Context: an optimization exercise on an open-source flow, tuned for small area, a short achievable clock period and few clock cycles per item. The choices shown serve that exercise and are no tape-out recipe.
Only the layout flow was run in this run; the RTL was not checked for function there.
Power figures rest on the tool's default switching activity, not on a simulated workload.

==> design/flow/design.v <==
module wgdos_add #(parameter W = 8) (
    input  wire [W-1:0] a,
    input  wire [W-1:0] b,
    input  wire         ci,
    output wire [W-1:0] s,
    output wire         co
);
    reg [W-1:0] p, g;
    integer i, j;
    always @(*) begin
        p = a ^ b;
        g = a & b;
        g[0] = g[0] | (p[0] & ci);
        for (i = 1; (1 << i) <= 2 * W; i = i + 1)
            for (j = (1 << i) - 1; j < W; j = j + (1 << i)) begin
                g[j] = g[j] | (p[j] & g[j - (1 << (i - 1))]);
                p[j] = p[j] & p[j - (1 << (i - 1))];
            end
        for (i = 16; i > 0; i = i - 1)
            if ((1 << i) <= 2 * W)
                for (j = (1 << i) + (1 << (i - 1)) - 1; j < W; j = j + (1 << i)) begin
                    g[j] = g[j] | (p[j] & g[j - (1 << (i - 1))]);
                    p[j] = p[j] & p[j - (1 << (i - 1))];
                end
    end
    assign s  = (a ^ b) ^ {g[W-2:0], ci};
    assign co = g[W-1];
endmodule
module wgdos_add2 #(parameter W = 8) (
    input  wire [W-1:0] a,
    input  wire [W-1:0] b,
    output wire [W-1:0] s0,
    output wire [W-1:0] s1
);
    reg [W-1:0] p, g;
    integer i, j;
    always @(*) begin
        p = a ^ b;
        g = a & b;
        for (i = 1; (1 << i) <= 2 * W; i = i + 1)
            for (j = (1 << i) - 1; j < W; j = j + (1 << i)) begin
                g[j] = g[j] | (p[j] & g[j - (1 << (i - 1))]);
                p[j] = p[j] & p[j - (1 << (i - 1))];
            end
        for (i = 16; i > 0; i = i - 1)
            if ((1 << i) <= 2 * W)
                for (j = (1 << i) + (1 << (i - 1)) - 1; j < W; j = j + (1 << i)) begin
                    g[j] = g[j] | (p[j] & g[j - (1 << (i - 1))]);
                    p[j] = p[j] & p[j - (1 << (i - 1))];
                end
    end
    assign s0 = (a ^ b) ^ {g[W-2:0], 1'b0};
    assign s1 = (a ^ b) ^ {g[W-2:0] | p[W-2:0], 1'b1};
endmodule
module wgdos_rsh_lvl #(parameter IW = 8, parameter OW = 8, parameter SH = 1) (
    input  wire [IW-1:0] x,
    input  wire          en,
    output wire [OW-1:0] y,
    output wire          s
);
    genvar i;
    generate
        for (i = 0; i < OW; i = i + 1) begin : b
            wire hi = (i + SH < IW) ? x[(i + SH < IW) ? i + SH : 0] : 1'b0;
            wire lo = (i < IW) ? x[(i < IW) ? i : 0] : 1'b0;
            assign y[i] = en ? hi : lo;
        end
    endgenerate
    assign s = en & (|x[SH-1:0]);
endmodule
module wgdos_rsh #(parameter IW = 8, parameter OW = 8) (
    input  wire [IW-1:0] x,
    input  wire [6:0]    a,
    output wire [OW-1:0] y,
    output wire          st
);
    localparam W6 = OW + 63, W5 = OW + 31, W4 = OW + 15, W3 = OW + 7,
               W2 = OW + 3,  W1 = OW + 1;
    wire [W6-1:0] l6; wire [W5-1:0] l5; wire [W4-1:0] l4; wire [W3-1:0] l3;
    wire [W2-1:0] l2; wire [W1-1:0] l1;
    wire [6:0] s;
    wgdos_rsh_lvl #(.IW(IW), .OW(W6), .SH(64)) u6 (.x(x),  .en(a[6]), .y(l6), .s(s[6]));
    wgdos_rsh_lvl #(.IW(W6), .OW(W5), .SH(32)) u5 (.x(l6), .en(a[5]), .y(l5), .s(s[5]));
    wgdos_rsh_lvl #(.IW(W5), .OW(W4), .SH(16)) u4 (.x(l5), .en(a[4]), .y(l4), .s(s[4]));
    wgdos_rsh_lvl #(.IW(W4), .OW(W3), .SH(8))  u3 (.x(l4), .en(a[3]), .y(l3), .s(s[3]));
    wgdos_rsh_lvl #(.IW(W3), .OW(W2), .SH(4))  u2 (.x(l3), .en(a[2]), .y(l2), .s(s[2]));
    wgdos_rsh_lvl #(.IW(W2), .OW(W1), .SH(2))  u1 (.x(l2), .en(a[1]), .y(l1), .s(s[1]));
    wgdos_rsh_lvl #(.IW(W1), .OW(OW), .SH(1))  u0 (.x(l1), .en(a[0]), .y(y),  .s(s[0]));
    assign st = |s;
endmodule
module wgdos_msb128 (
    input  wire [127:0] x,
    output wire [6:0]   n,
    output wire         z
);
    wire [63:0]  v1; wire [63:0]  c1;
    wire [31:0]  v2; wire [63:0]  c2;
    wire [15:0]  v3; wire [47:0]  c3;
    wire [7:0]   v4; wire [31:0]  c4;
    wire [3:0]   v5; wire [19:0]  c5;
    wire [1:0]   v6; wire [11:0]  c6;
    genvar i;
    generate
        for (i = 0; i < 64; i = i + 1) begin : l1
            assign v1[i] = x[2*i+1] | x[2*i];
            assign c1[i] = x[2*i+1];
        end
        for (i = 0; i < 32; i = i + 1) begin : l2
            assign v2[i] = v1[2*i+1] | v1[2*i];
            assign c2[2*i+1:2*i] = v1[2*i+1] ? {1'b1, c1[2*i+1]} : {1'b0, c1[2*i]};
        end
        for (i = 0; i < 16; i = i + 1) begin : l3
            assign v3[i] = v2[2*i+1] | v2[2*i];
            assign c3[3*i+2:3*i] = v2[2*i+1] ? {1'b1, c2[4*i+3:4*i+2]} : {1'b0, c2[4*i+1:4*i]};
        end
        for (i = 0; i < 8; i = i + 1) begin : l4
            assign v4[i] = v3[2*i+1] | v3[2*i];
            assign c4[4*i+3:4*i] = v3[2*i+1] ? {1'b1, c3[6*i+5:6*i+3]} : {1'b0, c3[6*i+2:6*i]};
        end
        for (i = 0; i < 4; i = i + 1) begin : l5
            assign v5[i] = v4[2*i+1] | v4[2*i];
            assign c5[5*i+4:5*i] = v4[2*i+1] ? {1'b1, c4[8*i+7:8*i+4]} : {1'b0, c4[8*i+3:8*i]};
        end
        for (i = 0; i < 2; i = i + 1) begin : l6
            assign v6[i] = v5[2*i+1] | v5[2*i];
            assign c6[6*i+5:6*i] = v5[2*i+1] ? {1'b1, c5[10*i+9:10*i+5]} : {1'b0, c5[10*i+4:10*i]};
        end
    endgenerate
    assign z = !(v6[1] | v6[0]);
    assign n = v6[1] ? {1'b1, c6[11:6]} : {1'b0, c6[5:0]};
endmodule
module wgdos_norm (
    input  wire [86:0]        s,
    input  wire [6:0]         mi,
    input  wire               z,
    input  wire               sgn,
    input  wire [13:0]        fbm,
    input  wire [6:0]         qsh,
    output wire [63:0]        y
);
    wire [6:0] qn;
    wire       nrm;                                    
    wgdos_add #(.W(7)) u_cmp (.a(mi), .b(~qsh), .ci(1'b1), .s(qn), .co(nrm));
    wire [6:0] sh2 = nrm ? mi : qsh;
    wire [53:0] v;
    wire        st;
    wgdos_rsh #(.IW(181), .OW(54)) u_sh (.x({s, 94'd0}), .a(sh2), .y(v), .st(st));
    wire [52:0]  mant = v[53:1];
    wire         g    = v[0];
    wire         rnd  = g & (st | mant[0]);
    wire [13:0]  eo;
    wire         eo_c;
    wgdos_add #(.W(14)) u_eo (.a(fbm), .b({7'd0, mi}), .ci(1'b0), .s(eo), .co(eo_c));
    wire [11:0]  ef   = nrm ? eo[11:0] : 12'd0;
    wire [63:0]  mag0 = {ef, mant[51:0]};
    wire [63:0]  mag1;
    wire         mag_c;
    wgdos_add #(.W(64)) u_rnd (.a(mag0), .b(64'd0), .ci(1'b1), .s(mag1), .co(mag_c));
    wire         ovf0 = mag0[63] | (&mag0[62:52]);
    wire         ovf1 = mag1[63] | (&mag1[62:52]);
    wire [63:0]  mag  = rnd ? mag1 : mag0;
    wire         ovf  = rnd ? ovf1 : ovf0;
    assign y = z   ? 64'd0 :
               ovf ? 64'h7FF0000000000000 :
                     {sgn, mag[62:0]};
endmodule
module wgdos_unpack_row (
    input  wire        clk,
    input  wire        rst,             
    input  wire        cmd_valid,
    output wire        cmd_ready,
    input  wire [31:0] cmd_cols,        
    input  wire [31:0] cmd_avail,       
    input  wire [31:0] cmd_e,           
    input  wire [63:0] cmd_mdi,         
    input  wire        in_valid,
    output wire        in_ready,
    input  wire [63:0] in_data,
    output wire        out_valid,
    input  wire        out_ready,
    output wire [63:0] out_data,
    output wire        done,
    output wire [7:0]  done_status,
    output wire [7:0]  done_kind,
    output wire [31:0] done_words
);
    localparam [2:0] F_IDLE  = 3'd0;
    localparam [2:0] F_ERR   = 3'd1;
    localparam [2:0] F_DESC  = 3'd2;
    localparam [2:0] F_CHK   = 3'd3;
    localparam [2:0] F_BASE  = 3'd4;
    localparam [2:0] F_DERIV = 3'd5;
    localparam [2:0] F_ADJ   = 3'd6;
    localparam [2:0] F_EMIT  = 3'd7;
    localparam [1:0] K_MISSING  = 2'd1;
    localparam [1:0] K_CONSTANT = 2'd2;
    localparam [1:0] K_NORMAL   = 2'd3;
    localparam [1:0] R_NONE = 2'd0;     
    localparam [1:0] R_BASE = 2'd1;     
    localparam [1:0] R_ZERO = 2'd2;     
    localparam [1:0] R_INF  = 2'd3;     
    reg  [2:0]  st;
    reg         cmd_rdy_r, in_rdy_r;
    reg         ipend;                  
    reg  [1:0]  kind_r;
    reg         v0, v1;
    reg         wmore;                  
    reg         wf_r;                   
    reg         mi_ok;                  
    reg         e_ok;                   
    reg  [30:0] left;                   
    reg  [12:0] e_r;                    
    reg  [1:0]  e_cl;                   
    reg         e_inf;                  
    reg  [63:0] mdi_r;
    reg  [4:0]  b_r;
    reg  [63:0] base_r;
    reg  [31:0] wleft;                  
    reg  [4:0]  bb;                     
    reg  [2:0]  err_s;                  
    reg         err_w;                  
    reg  [63:0] w0, w1;
    reg  [6:0]  ra;                     
    reg  [84:0] bw;                     
    reg  [5:0]  p_r;                    
    reg         sgn_r;                  
    reg  [1:0]  rmode;
    reg  [13:0] fbm_r;
    reg  [6:0]  qsh_r;
    reg  [5:0]  adj_n;                  
    reg         k_v, k_last, k_raw;
    reg  [63:0] k_d;                    
    reg         s_v, s_last, s_raw, s_sgn, s_z;
    reg  [6:0]  s_mi;
    reg  [86:0] s_sum;
    reg         o_v, o_last;
    reg  [63:0] o_d;
    reg         done_r;
    reg         dbusy;                  
    reg  [2:0]  d_status;
    reg  [1:0]  d_kind;
    reg  [31:0] d_words;
    assign cmd_ready = cmd_rdy_r;
    assign in_ready  = in_rdy_r;
    assign out_valid = o_v;
    assign out_data  = o_d;
    assign done        = done_r;
    assign done_status = {5'd0, d_status};
    assign done_kind   = {6'd0, d_kind};
    assign done_words  = d_words;
    wire cmd_fire = cmd_valid && cmd_rdy_r;
    wire in_fire  = in_valid && in_rdy_r;
    wire o_go      = out_ready && !o_last;
    wire o_fire    = o_v && out_ready;
    wire o_load_ok = !o_v || o_go;
    wire s_free    = !s_v || !o_v;
    wire s_load_ok = s_free || o_go;
    wire k_free    = !k_v || s_free;
    wire k_load_ok = k_free || o_go;
    wire wr_ok = !dbusy || done_r;
    wire [7:0]  d_kind_f  = w1[63:56];
    wire [7:0]  d_width   = w1[55:48];
    wire        d_rsvd0   = (w1[47:0] == 48'd0);
    wire        d_wzero   = (d_width == 8'd0);
    wire        d_is_miss = d_rsvd0 && d_wzero && (d_kind_f == 8'd1);
    wire        d_is_const= d_rsvd0 && d_wzero && (d_kind_f == 8'd2);
    wire        d_is_norm = d_rsvd0 && (d_width[7:5] == 3'd0) &&
                            (d_width[4:0] != 5'd0) && (d_kind_f == 8'd3);
    function [2:0] low1;
        input [4:0] v;
        low1 = v[0] ? 3'd0 : v[1] ? 3'd1 : v[2] ? 3'd2 : v[3] ? 3'd3 : 3'd4;
    endfunction
    wire [10:0] eb_f   = base_r[62:52];
    wire        b_fin  = !(&eb_f);
    wire        b_zero = (base_r[62:0] == 63'd0);
    wire        b_hid  = (eb_f != 11'd0);
    wire [10:0] ebx    = b_hid ? eb_f : 11'd1;                      
    wire [13:0] pd;
    wire        pd_c;
    wgdos_add #(.W(14)) u_pd (.a({e_r[12], e_r}), .b(~{3'd0, ebx}), .ci(1'b1), .s(pd), .co(pd_c));
    wire        d_lo   = pd[13];                                    
    wire        d_hi   = !pd[13] && (pd[12:6] != 7'd0 || pd[5:3] == 3'd7);    
    wire        d_triv = pd[13] && (pd[12:5] != 8'hFF || pd[4:0] < 5'd3);     
    wire [5:0]  p_new  = d_lo ? (pd[5:0] + 6'd29) : d_hi ? 6'd55 : pd[5:0];
    wire [13:0] fb1    = d_hi ? ({e_r[12], e_r} - 14'd58) : ({3'd0, ebx} - (d_lo ? 14'd32 : 14'd3));
    wire [13:0] qsx    = 14'd94 - fb1;
    wire [6:0]  qsh_new = qsx[13] ? 7'd40 : (qsx[12:7] != 6'd0) ? 7'd127 :
                          (qsx[6:0] < 7'd40) ? 7'd40 : qsx[6:0];
    wire [1:0]  rm_new = !b_fin ? R_BASE :
                         e_inf ? R_INF :
                         d_triv ? (b_zero ? R_ZERO : R_BASE) : R_NONE;
    wire [13:0] nr     = pd - 14'd55;                               
    wire [5:0]  adj_new = (nr[13:6] != 8'd0) ? 6'd63 : nr[5:0];
    wire [52:0] bman   = {b_hid, base_r[51:0]};
    wire [84:0] bw_new = (d_lo ? {bman, 32'd0} : {29'd0, bman, 3'd0}) ^ {85{base_r[63]}};
    wire [30:0]  codew;
    wire         unused_st;
    wgdos_rsh #(.IW(94), .OW(31)) u_ext (.x({w0, w1[63:34]}), .a(ra), .y(codew), .st(unused_st));
    wire [30:0]  kmask = ~(31'h7FFFFFFF << b_r);
    wire [30:0]  k     = codew & kmask;
    wire         miss  = &(codew | ~kmask);
    wire         kz    = (k == 31'd0);
    wire         norm_row = (kind_r == K_NORMAL);
    wire         can_ext  = !norm_row || (v0 && ((ra >= 7'd30) || v1));
    wire         e_go     = (st == F_EMIT) && can_ext;
    wire         ext      = (e_go && k_free) || (e_go && o_go);
    wire         lastc    = (left == 31'd1);
    wire         row_end  = ext && lastc;
    wire         c_mdi  = (kind_r == K_MISSING) || (norm_row && miss);
    wire         c_base = (kind_r == K_CONSTANT) || kz || (rmode == R_BASE);
    wire         c_raw  = !norm_row || miss || kz || (rmode != R_NONE);
    wire [63:0]  rawv   = c_mdi  ? mdi_r :
                          c_base ? base_r :
                          (rmode == R_ZERO) ? 64'd0 : 64'h7FF0000000000000;
    always @(posedge clk) begin
        if (rst) begin
            k_v <= 1'b0;
        end else if (k_load_ok) begin
            k_v    <= ext;
            k_last <= lastc;
            k_raw  <= c_raw;
            k_d    <= c_raw ? rawv : {33'd0, k};
        end
    end
    wire         chk  = (st == F_CHK);
    wire [30:0]  kin  = (chk && !k_v) ? left : k_d[30:0];
    wire [85:0]  kw   = {55'd0, kin} << p_r;
    wire [87:0]  sum0, sum1;
    wgdos_add2 #(.W(88)) u_sum (.a({2'd0, kw}), .b({{3{sgn_r}}, bw}), .s0(sum0), .s1(sum1));
    wire         tneg = sgn_r && sum1[87];
    wire [86:0]  smag = !sgn_r ? sum0[86:0] : (sum1[87] ? ~sum0[86:0] : sum1[86:0]);
    wire [6:0]   smi;
    wire         sz;
    wgdos_msb128 u_msb (.x({smag, 41'd0}), .n(smi), .z(sz));
    always @(posedge clk) begin
        if (rst) begin
            s_v <= 1'b0;
        end else if (s_load_ok) begin
            s_v    <= k_v;
            s_last <= k_last;
            s_raw  <= k_raw;
            s_sgn  <= tneg;
            s_z    <= sz;
            s_mi   <= smi;
            s_sum  <= k_raw ? {23'd0, k_d} : smag;
        end
    end
    wire [63:0] ny;
    wgdos_norm u_norm (
        .s   (s_sum),
        .mi  (s_mi),
        .z   (s_z),
        .sgn (s_sgn),
        .fbm (fbm_r),
        .qsh (qsh_r),
        .y   (ny)
    );
    always @(posedge clk) begin
        if (rst) begin
            o_v <= 1'b0;
        end else if (o_load_ok) begin
            o_v    <= s_v;
            o_last <= s_last;
            o_d    <= s_raw ? s_sum[63:0] : ny;
        end else if (o_fire) begin
            o_v <= 1'b0;
        end
    end
    wire        mstep   = chk && mi_ok && !k_v;           
    wire [4:0]  bb_n    = bb & (bb - 5'd1);
    wire        chk_end = mstep && d_is_norm && (bb_n == 5'd0);
    wire [37:0] acc     = (bb != 5'd0) ? sum0[37:0] : bw[37:0];
    wire [31:0] n_words = acc[37:6];
    wire [31:0] n_cmp;
    wire        n_fit;                                    
    wgdos_add #(.W(32)) u_ncmp (.a(wleft), .b(~n_words), .ci(1'b1), .s(n_cmp), .co(n_fit));
    wire        n_trunc = !n_fit;
    wire err_wr  = (st == F_ERR) && wr_ok;
    wire chk_wr  = chk_end && !n_trunc && wr_ok;
    wire ip_wr   = ipend && wr_ok;
    always @(posedge clk) begin
        if (rst) begin
            done_r <= 1'b0;
            dbusy  <= 1'b0;
        end else begin
            done_r <= (o_fire && o_last) || err_wr;
            dbusy  <= err_wr || chk_wr || ip_wr || (dbusy && !done_r);
        end
        if (err_wr) begin
            d_status <= err_s;
            d_kind   <= 2'd0;
            d_words  <= {31'd0, err_w};
        end else if (chk_wr) begin
            d_status <= 3'd0;
            d_kind   <= K_NORMAL;
            d_words  <= n_words;
        end else if (ip_wr) begin
            d_status <= 3'd0;
            d_kind   <= kind_r;
            d_words  <= {30'd0, kind_r};
        end
    end
    wire fetch_st = (st == F_DERIV) || (st == F_ADJ) || (st == F_EMIT);
    wire pop_ok = e_go && norm_row && (ra <= 7'd30);
    wire pop    = (pop_ok && k_free) || (pop_ok && o_go);
    wire wf  = in_fire && fetch_st;
    wire wl2 = (wleft != 32'd2), wl3 = (wleft != 32'd3), wl4 = (wleft != 32'd4);
    reg  [2:0] st_n;
    reg        ipend_n, v0_n, v1_n, wmore_n;
    reg  [1:0] kind_n;
    always @(*) begin
        st_n    = st;
        ipend_n = ipend && !ip_wr;
        kind_n  = kind_r;
        case ({wf_r, wf})
            2'b00:   wmore_n = wl2;
            2'b11:   wmore_n = wl4;
            default: wmore_n = wl3;
        endcase
        v0_n    = v0;
        v1_n    = v1;
        if (row_end) begin
            v0_n = 1'b0;
            v1_n = 1'b0;
        end else if (pop) begin
            v0_n = wf || v1;
            v1_n = 1'b0;
        end else if (wf) begin
            if (!v0) v0_n = 1'b1;
            else     v1_n = 1'b1;
        end
        case (st)
            F_IDLE:
                if (cmd_fire) begin
                    if (cmd_cols[31] || (cmd_cols[30:0] == 31'd0) || (cmd_avail == 32'd0))
                        st_n = F_ERR;
                    else
                        st_n = F_DESC;
                end
            F_ERR:
                if (wr_ok) st_n = F_IDLE;
            F_DESC:
                if (in_fire) st_n = F_CHK;
            F_CHK:
                if (d_is_miss) begin
                    kind_n  = K_MISSING;
                    ipend_n = 1'b1;
                    st_n    = F_EMIT;
                end else if (d_is_const) begin
                    kind_n  = K_CONSTANT;
                    st_n    = (wleft[31:1] == 31'd0) ? F_ERR : F_BASE;
                end else if (!d_is_norm) begin
                    st_n    = F_ERR;
                end else begin
                    kind_n  = K_NORMAL;
                    if (chk_end) begin
                        if (n_trunc) begin
                            st_n = F_ERR;
                        end else if (wr_ok) begin
                            wmore_n = (n_words != 32'd2);
                            st_n    = F_BASE;
                        end
                    end
                end
            F_BASE:
                if (in_fire) begin
                    if (kind_r == K_CONSTANT) begin
                        ipend_n = 1'b1;
                        st_n    = F_EMIT;
                    end else begin
                        st_n    = F_DERIV;
                    end
                end
            F_DERIV:
                if (!k_v && !s_v)
                    st_n = ((rm_new != R_NONE) || !d_hi) ? F_EMIT : F_ADJ;
            F_ADJ:
                if (adj_n == 6'd1) st_n = F_EMIT;
            default:  
                if (row_end) st_n = F_IDLE;
        endcase
    end
    wire fetch_n = (st_n == F_DERIV) || (st_n == F_ADJ) || (st_n == F_EMIT);
    always @(posedge clk) begin
        if (rst) begin
            st        <= F_IDLE;
            ipend     <= 1'b0;
            v0        <= 1'b0;
            v1        <= 1'b0;
            wf_r      <= 1'b0;
            cmd_rdy_r <= 1'b0;
            in_rdy_r  <= 1'b0;
        end else begin
            st        <= st_n;
            ipend     <= ipend_n;
            v0        <= v0_n;
            v1        <= v1_n;
            wf_r      <= wf;
            cmd_rdy_r <= (st_n == F_IDLE) && !ipend_n;
            in_rdy_r  <= (st_n == F_DESC) || (st_n == F_BASE) ||
                         (fetch_n && (kind_n == K_NORMAL) && wmore_n && !(v0_n && v1_n));
        end
        kind_r <= kind_n;
        wmore  <= wmore_n;
    end
    wire [30:0] left_m1;
    wire        left_c;
    wgdos_add #(.W(31)) u_left (.a(left), .b({31{1'b1}}), .ci(1'b0), .s(left_m1), .co(left_c));
    wire [31:0] wleft_m1;
    wire        wleft_c;
    wgdos_add #(.W(32)) u_wleft (.a(wleft), .b({32{1'b1}}), .ci(1'b0), .s(wleft_m1), .co(wleft_c));
    wire [6:0]  ra_n;
    wire        ra_c;
    wgdos_add #(.W(7)) u_ra (.a(ra), .b(~{2'd0, b_r}), .ci(1'b1), .s(ra_n), .co(ra_c));
    wire [12:0] e_off = (e_cl[1] ? 13'h07FF : e_cl[0] ? 13'h1800 : e_r) + 13'd1078;
    always @(posedge clk) begin
        if (fetch_st) begin
            if (pop) begin
                w0 <= v1 ? w1 : in_data;
            end else if (!v0) begin
                w0 <= in_data;
            end
            if (!v1)
                w1 <= in_data;
        end
        if (wf_r)
            wleft <= wleft_m1;
        if (ext) begin
            left <= left_m1;
            ra   <= {ra_n[6] ^ pop, ra_n[5:0]};
        end
        case (st)
            F_IDLE: begin
                if (cmd_rdy_r) begin
                    left    <= cmd_cols[30:0];
                    wleft   <= cmd_avail;
                    mdi_r   <= cmd_mdi;
                    e_r     <= {cmd_e[11], cmd_e[11:0]};
                    e_cl    <= {!cmd_e[31] && (cmd_e[30:11] != 20'd0),
                                cmd_e[31] && (cmd_e[30:11] != 20'hFFFFF)};
                    e_inf   <= !cmd_e[31] && ((cmd_e[30:11] != 20'd0) ||
                                              (cmd_e[10] && (cmd_e[9:0] != 10'd0)));
                    e_ok    <= 1'b0;
                    err_s   <= (cmd_cols[31] || (cmd_cols[30:0] == 31'd0)) ? 3'd3 : 3'd5;
                    err_w   <= 1'b0;
                end
            end
            F_DESC: begin
                b_r   <= in_data[52:48];
                bb    <= in_data[52:48];
                w1    <= in_data;
                err_w <= 1'b1;
                mi_ok <= !k_v;
                if (!k_v) begin
                    bw    <= 85'd191;
                    p_r   <= {3'd0, low1(in_data[52:48])};
                    sgn_r <= 1'b0;
                end
            end
            F_CHK: begin
                err_s <= d_is_const ? 3'd5 : !d_is_norm ? 3'd6 : 3'd5;
                if (!e_ok) begin
                    e_r  <= e_off;
                    e_ok <= 1'b1;
                end
                if (!mi_ok) begin
                    if (!k_v) begin
                        bw    <= 85'd191;
                        p_r   <= {3'd0, low1(bb)};
                        sgn_r <= 1'b0;
                        mi_ok <= 1'b1;
                    end
                end else if (mstep && (bb != 5'd0)) begin
                    bw  <= sum0[84:0];
                    bb  <= bb_n;
                    p_r <= {3'd0, low1(bb_n)};
                end
                if (chk_end) begin
                    ra <= 7'd94 - {2'd0, b_r};
                    if (!n_trunc && wr_ok)
                        wleft <= n_words;
                end
            end
            F_BASE: begin
                base_r <= in_data;
            end
            F_DERIV: begin
                if (!k_v && !s_v) begin
                    p_r   <= p_new;
                    sgn_r <= base_r[63];
                    rmode <= rm_new;
                    fbm_r <= fb1 - 14'd93;
                    qsh_r <= qsh_new;
                    adj_n <= adj_new;
                    bw    <= bw_new;
                end
            end
            F_ADJ: begin
                adj_n <= adj_n - 6'd1;
                bw    <= {sgn_r, bw[84:2], sgn_r ? (bw[1] & bw[0]) : (bw[1] | bw[0])};
            end
            default: ;
        endcase
    end
endmodule
==> design/flow/run.sh <==
#!/bin/bash
# synth_recipe.tcl (not shown) runs the flow's synth.tcl, then flattens the netlist and writes it again
# the make line also repeats each setting of config.mk as NAME=value (left out here)
make -C /OpenROAD-flow-scripts/flow DESIGN_CONFIG=/design/flow/config.mk WORK_HOME=/design/flow/orfs CLKGATE_MAP_FILE= SYNTH_SCRIPT=/design/flow/synth_recipe.tcl finish
==> design/flow/config.mk <==
export PLATFORM = sky130hd
export DESIGN_NAME = wgdos_unpack_row
export DESIGN_NICKNAME = wgdos_unpack_row
export VERILOG_FILES = /design/flow/design.v
export SDC_FILE = /design/flow/constraint.sdc
export NUM_CORES = 4
export LEC_CHECK = 0
export CAP_MARGIN = 20
export CORE_MARGIN = 2
export CORE_UTILIZATION = 50
export CTS_CLUSTER_SIZE = 30
export SETUP_SLACK_MARGIN = 2
export SLEW_MARGIN = 20
==> design/flow/constraint.sdc <==
create_clock -name core_clock -period 55.0 [get_ports {clk}]
set_input_delay 11.0000 -clock core_clock [delete_from_list [all_inputs] [get_ports {clk}]]
set_output_delay 11.0000 -clock core_clock [all_outputs]
set_load 0.01 [all_outputs]
==> flow_metrics.py <==
metrics = {
    "floorplan": {
        "dieHeight_microns": 357,
        "dieArea_sq_um": 127000,
        "core_area_sq_um": 124000,
        "ios": 345,
        "start_util": 0.504,
        "die_w_microns": 357,
        "core.rowCount": 129,
    },
    "worst_setup_path": {
        "cp-start-kind": "primary input",
        "path_depth": 8,
        "path_max_fanout": 65,
        "cpLargestDelayFamily": "buffers and inverters",
        "crit_buf_inv": 2,
        "worst_setup_path_end_kind": "flop",
        "path_class": "primary input to flop",
        "crit_path_start": "out_ready",
        "arrival_ps": 14040,
        "crit_path_top_delay_cell": "buf_4",
        "required_ps": 55450,
        "cp_cell_sequence": "clkdlybuf4s50_1 > a21boi_0 > and2_1 > nand2_1 > and3_1 > nand2_2 > buf_4 > mux2_2",
        "regToRegSetupSlack_ps": 42000,
        "r2r-end": "s_mi[1]",
        "cp-endpoint": "w0[61]",
        "worstReg2RegStart": "st[1]",
        "reg2reg_depth": 40,
        "slowest_delay_ps": 680,
    },
    "clock_network": {
        "cts_resized": 0,
        "htreeDepth": 3,
        "cts_buffers": 85,
        "cts_tree": "done",
        "hold_buffers": 0,
        "clk_pin_slew_ps": 60,
        "clk_latency_ps": 740,
        "cts_buffer_depth": 3,
        "cts_root_buffer": "clkbuf_16",
        "cts.sinks": 758,
        "post_cts_buffers": 0,
    },
    "drt": {
        "wl_per_cell_microns": 32.7,
        "ant_nets": 0,
        "firstDrtPassIters": 9,
        "drt_iter0_drc": 9927,
        "via_per_inst": 7.00,
        "vias": 62200,
        "wl_mm": 290,
        "drc_errors": 0,
    },
    "grt": {
        "grtUsageTotal": 0.441,
        "busiest_layer": "met2",
        "grt_max_degree": 94,
        "grt_pass1_vias": 57000,
        "grt_util_met1": 0.580,
        "overflow": 0,
        "grt_pass1_wl_mm": 409,
        "antenna_found_initial": 8,
        "use_met2": 0.640,
        "met3_usage": 0.132,
    },
    "placed_design": {
        "port_buffers": 333,
        "dp.cells": 8709,
        "gp_congestion": 1.11,
        "dp_hpwl_mm": 222,
        "placed_area_sq_um": 66900,
        "post-place-ws_ps": 40790,
    },
    "power": {
        "power_leakage_nw": 26.9,
        "pwr-share-clk": 0.264,
        "ir_worst_vdd_mv": 0.0373,
        "switching_share": 0.415,
        "total_power_mw": 2.32,
        "power_frac_seq": 0.350,
        "switchingPower_mw": 0.963,
        "internal-power_mw": 1.36,
        "p_comb_frac": 0.387,
        "power_density_nw_per_um2": 33.2,
    },
    "sta": {
        "whs_ps": 430,
        "setup_violations": 0,
        "fin_skew_ps": 58.8,
        "setup_tns_ps": 0,
        "setup_slack_ps": 41410,
        "drv_slew": 0,
        "post-route-period-util": 0.247,
        "max_clock_freq_ghz": 0.0736,
        "rsz0062_at_grt": "false",
        "maxSlewHeadroom": 0.0782,
        "tightest_slew_ps": 1370,
        "period_needed_ps": 13590,
        "final_hold_viol_count": 0,
    },
    "final_layout": {
        "most-common-layout-cells": "904 x nand2_1, 639 x edfxtp_1, 561 x o21ai_0",
        "layout_commonest_cell": "nand2_1",
        "layout.nets": 7675,
        "syn_to_final_growth_pct": 12.4,
        "drive_above_1_share": 0.0859,
        "fillers": 11200,
        "layoutNonFillerInstCount": 8882,
        "fin_area_sq_um": 70000,
        "fin_util": 0.566,
    },
    "synthesis": {
        "yosys_warnings": 7,
        "synthArstFlopShare": 0,
        "synthesis.instances": 7087,
        "ys_ff_latch": 758,
        "synth_cell_types": 102,
        "syn_area_per_cell_sq_um": 8.79,
        "synth_edf_count": 639,
        "ys_seq_area_frac": 0.346,
        "netlist_area_sq_um": 62300,
        "synth_ff_type": "edfxtp_1",
    },
    "worst_hold_path": {
        "hp-class": "flop to flop",
    },
    "outcome": {
        "status": "timing/DRC/antenna clean",
    },
    "job": {
        "drv_cap": 0,
    },
}
power groups by stage:
stage | logic, mW | clock network [mW] | registers, mW
5_1_grt | 0.952 | 0.636 | 0.813
3_5_place_dp | 0.857 | 0 | 0.816
4_1_cts | 0.863 | 0.613 | 0.805
6_report | 0.898 | 0.612 | 0.812
3_3_place_gp | 0.848 | 0 | 0.815
2_1_floorplan | 0.551 | 0 | 0.768
registers in the layout, indices dropped and copies added (netlist names), 7 cells and up:
signal	cells
s_sum	86
bw	85
base_r	64
k_d	64
mdi_r	64
o_d	64
w0	64
w1	64
d_words	32
wleft	32
left	31
e_r	13
fbm_r	12
qsh_r	7
ra	7
s_mi	7
Yosys cell counts (77+ instances only):
master,number,area (sq um)
nand2_1,909,3410
edfxtp_1,639,19200
o21ai_0,564,2820
nor2_1,506,1900
a21oi_1,449,2250
mux2i_1,387,3870
clkbuf_1,321,1200
inv_1,252,946
ha_1,227,2840
mux2_2,203,2290
nand3_1,186,931
xor2_1,170,1490
xnor2_1,158,1380
nor3_1,124,621
dfxtp_1,119,2380
nor4_1,109,682
o22ai_1,107,669
a221o_1,90,901
a211oi_1,87,653
nand4_1,78,488
o211ai_1,77,578
o221ai_1,77,674
how the worst min path moves through the flow:
| stage | start | endpoint | slack [ps] | depth (start not counted) |
|---|---|---|---|---|
| 3_5_place_dp | s_last | o_last | 410 | 0 |
| 6_report | s_last | o_last | 430 | 0 |
| 5_1_grt | k_last | s_last | 450 | 0 |
| 2_1_floorplan | s_last | o_last | 400 | 0 |
| 4_1_cts | s_last | o_last | 430 | 0 |
| 3_3_place_gp | s_last | o_last | 410 | 0 |
routing by layer:
layer | routed length (microns) | share of wire | vias to the layer above
met4 | 20600 | 0.071 | 8
met5 | 63 | 0.00022 | -
li1 | - | - | 26700
met1 | 111000 | 0.38 | 30000
met3 | 38100 | 0.13 | 898
met2 | 121000 | 0.42 | 4569
area by class of cell:
type,count,area [sq um],area share
antenna,12,30.0,0.000429
clock buffer,105,2300,0.0329
clock inverter,53,658,0.00941
inverter,261,982,0.0140
multi-input combinational,5587,38000,0.543
sequential,758,21600,0.308
tap,1637,2050,0.0293
timing repair buffer,469,4390,0.0628
kinds of logic after synthesis:
logic type      after synthesis  share of synthesized area
compound gates             2031                      0.212
flops                       758                      0.346
simple gates               2317                      0.174
mux                         614                      0.108
fa+ha+maj                   286                     0.0643
buf+inv                     752                     0.0488
xor+xnor                    328                     0.0461
other cells                   1                  0.0000602

separate check: timing with driven ports:
In the flow no input, the clock included, has a driving cell. The finished layout below was timed again as built, in two steps. Step 1: set_driving_cell puts a clkbuf_16 on clk and a buf_2 on each other input, an assumption about the parent block. Step 2 times the ports against the registers' clock, not the clock port: input delays grow and output delays shrink by t, the midpoint of the rising clock arrivals with the driver on. Slacks: ideal ports / drivers / drivers and shift; pairs: ideal ports / drivers.
t (ns): 0.786
setup WS [ns]: 41.414 / 41.400 / 40.614
worst setup path at the end: input to register
worst register clock-pin slew, ns: 0.08 / 0.08
pins driven straight from the clock port: 1
After both steps setup and hold are still met in this run. The setup slack of this run moves by -0.014 ns with the drivers and by -0.800 ns with both steps.
